Background: an optimization exercise with open tools, aiming at small area, a short achievable clock period and few clock cycles. Do not read the settings as production practice.
Function was checked by simulation only, so behaviour that the tests miss may differ from the original.
Power and IR drop assume default switching activity.

== 09-10 ==
## sbl_scanner
module sbl_scanner #(
    parameter N_CELLS        = 36,
    parameter FLASH1_PERIOD  = 3,
    parameter FLASH2_PERIOD  = 1,
    parameter HOLD_THRESHOLD = 10,
    parameter SPI_MODE       = 0,
    parameter NB             = (N_CELLS + 7) / 8
) (
    input  wire            clk,
    input  wire            rst,
    input  wire            cmd_valid,
    output wire            cmd_ready,
    input  wire [63:0]     cmd_data,
    output wire            rsp_valid,
    input  wire            rsp_ready,
    output wire [63:0]     rsp_data,
    output wire            xfer_req,
    output wire [NB*8-1:0] xfer_out,
    input  wire            xfer_ack,
    input  wire            xfer_ok,
    input  wire [NB*8-1:0] xfer_in,
    input  wire [7:0]      xfer_reason
);
Size: ~1100 flip-flops, about 230 I/O pins, about 0.064 mm^2 of cells after synthesis.
Settings: LEC_CHECK=0, CAP_MARGIN=20, CORE_MARGIN=2, CORE_UTILIZATION=40, PLACE_DENSITY=0.5, SLEW_MARGIN=20; clock period 12.0 ns.
standard.sh (not shown) runs the stock make flow with config.mk's settings and CLKGATE_MAP_FILE= SYNTH_SCRIPT=/design/flow/synth_recipe.tcl, a recipe that flattens the netlist after the stock synthesis.
==> flow/flow/run.sh <==
#!/bin/bash
# Standard ORFS layout, with repair_timing asked to leave a setup margin so
# that the optimiser keeps working on timing below the 12 ns clock.
set -euo pipefail
bash standard.sh SETUP_SLACK_MARGIN=8.4 finish > standard_flow.log 2>&1
09-10 finished every stage and its layout cleared the timing, design-rule and antenna checks.
Testbench counts of 09-10, summed over its fixed seeds: cycles 23,183.
> inputs changed (09-10 -> 07-02)
--- a/flow/flow/run.sh
+++ b/flow/flow/run.sh
@@ -5 +5 @@
-bash standard.sh SETUP_SLACK_MARGIN=8.4 finish > standard_flow.log 2>&1
+bash standard.sh SETUP_SLACK_MARGIN=8.2 finish > standard_flow.log 2>&1
--- a/flow/config.mk
+++ b/flow/config.mk
@@ -10,2 +10,2 @@
-export CORE_UTILIZATION = 40
-export PLACE_DENSITY = 0.5
+export CORE_UTILIZATION = 50
+export PLACE_DENSITY = 0.62
==> run summary <==
On 07-02: final worst setup slack is 0.10 ns lower than what 09-10 gave. Delta (07-02 minus 09-10): global-route wire length before repair went down by 5.5%, power down 290 uW. Number of non-filler instances in the completed layout (lower): 07-02. 07-02 packs its core more tightly than 09-10. Detailed-router iteration count before antenna repair: 07-02 vs 09-10 up 1.

---

## zinc
sbl_scanner again, from the RTL that the note above started with.
==> flow/config.mk <==
export PLATFORM = sky130hd
export DESIGN_NAME = sbl_scanner
export DESIGN_NICKNAME = sbl_scanner
export VERILOG_FILES = /design/flow/design.v
export SDC_FILE = /design/flow/constraint.sdc
export NUM_CORES = 4
export LEC_CHECK = 0
export CAP_MARGIN = 20
export CORE_MARGIN = 2
export CORE_UTILIZATION = 40
export PLACE_DENSITY = 0.5
export SLEW_MARGIN = 20
==> flow/constraint.sdc <==
create_clock -name core_clock -period 12.0 [get_ports {clk}]
set_input_delay 2.4000 -clock core_clock [delete_from_list [all_inputs] [get_ports {clk}]]
set_output_delay 2.4000 -clock core_clock [all_outputs]
set_load 0.01 [all_outputs]
==> flow/flow/run.sh <==
#!/bin/bash
# Standard ORFS layout, with repair_timing asked to leave a setup margin so
# that the optimiser keeps working on timing below the 12 ns clock, and with
# gate sizing free to change a cell's footprint.
set -euo pipefail
bash standard.sh SETUP_SLACK_MARGIN=8.2 MATCH_CELL_FOOTPRINT=0 finish > standard_flow.log 2>&1
Testbench counts of zinc, summed over its fixed seeds: cycles 23,183.
Input-level comparison between maple and zinc:
==> flow/flow/run.sh <==
#!/bin/bash
# Standard ORFS layout, with repair_timing asked to leave a setup margin so
# that the optimiser keeps working on timing below the 12 ns clock.
set -euo pipefail
bash standard.sh SETUP_SLACK_MARGIN=8.2 finish > standard_flow.log 2>&1
--- outcome ---
Cmp zinc and maple / overall fraction of global-route tracks in use / lower: maple
The cell count on zinc is in line with that on maple.
In the final reports, the cell area of maple is smaller than that of zinc.
Reported for zinc and maple, number of non-clock inverters turned out identical to the last digit.
On largest net degree at the start of global routing, the lower figure sits with maple, not zinc.
Count of vias placed by the detailed router in maple is about 0.6% above zinc.
Input-level comparison between ember and maple:
-- flow/flow/run.sh --
<<< maple, line 5
bash standard.sh SETUP_SLACK_MARGIN=8.2 finish > standard_flow.log 2>&1
>>> ember, line 5
bash standard.sh SETUP_SLACK_MARGIN=8.0 finish > standard_flow.log 2>&1
--- outcome ---
- maple → ember: final instance area went down; number of fill cells in the layout essentially unchanged; area added between synthesis and finish shrank by 0.63 points.
- ember: no failed stages, no open violations at the end
- Compared with maple, ember instantiates a smaller number of standard cells.
- Changes observed in ember relative to maple: clock-buffer cell count now smaller, fmax dropped 6.1%.
- Comparing worst setup slack for ember and maple, the smaller number came from ember.
- Compared with maple, ember shows a higher minimum period implied by the final worst setup slack.
- Delta (ember minus maple): portion of total power attributed to the clock network went up by 1.2 points, global-route usage picked up an extra 1.8 points, total power of the final layout rose by 220 uW.

-- separate check: timing with driven ports --
The results above use ideal ports. As a check the final layouts listed here were re-extracted and re-timed, cells and wires unchanged.
Step 1 sets driving cells, clkbuf_16 on the clock port and buf_2 on the other inputs (assumed; they add their load-dependent delay and slew).
Step 2 adds t to the input delays and takes it off the output delays; t is the mean of the earliest and latest rising clock arrival at the registers after step 1. Input paths then give back, and output paths get back, about the clock's delay inside the block.
Slacks: ideal / step 1 / step 2; pairs: ideal / step 1.
| run | shift t [ns] | slack for setup (ns) | hold WS [ns] | worst data-port slew with drivers (ns) | pins driven straight from the clock port |
|---|---|---|---|---|---|
| 09-10 | 0.882 | 8.065 / 8.125 / 7.243 | 0.452 / 0.452 / 0.452 | 0.08 | 1 |
| 07-02 | 0.877 | 7.962 / 7.962 / 7.188 | 0.443 / 0.443 / 0.443 | 0.10 | 1 |
| zinc | 0.883 | 7.930 / 7.977 / 7.094 | 0.445 / 0.445 / 0.445 | 0.08 | 1 |
| maple | 0.877 | 8.024 / 8.029 / 7.179 | 0.448 / 0.448 / 0.448 | 0.11 | 1 |
| ember | 0.875 | 7.764 / 7.764 / 7.110 | 0.445 / 0.445 / 0.445 | 0.09 | 1 |
After both steps setup and hold are still met in every run listed. For maple, which loses most, drivers alone change the setup slack by +0.005 ns; drivers and shift together by -0.845 ns.
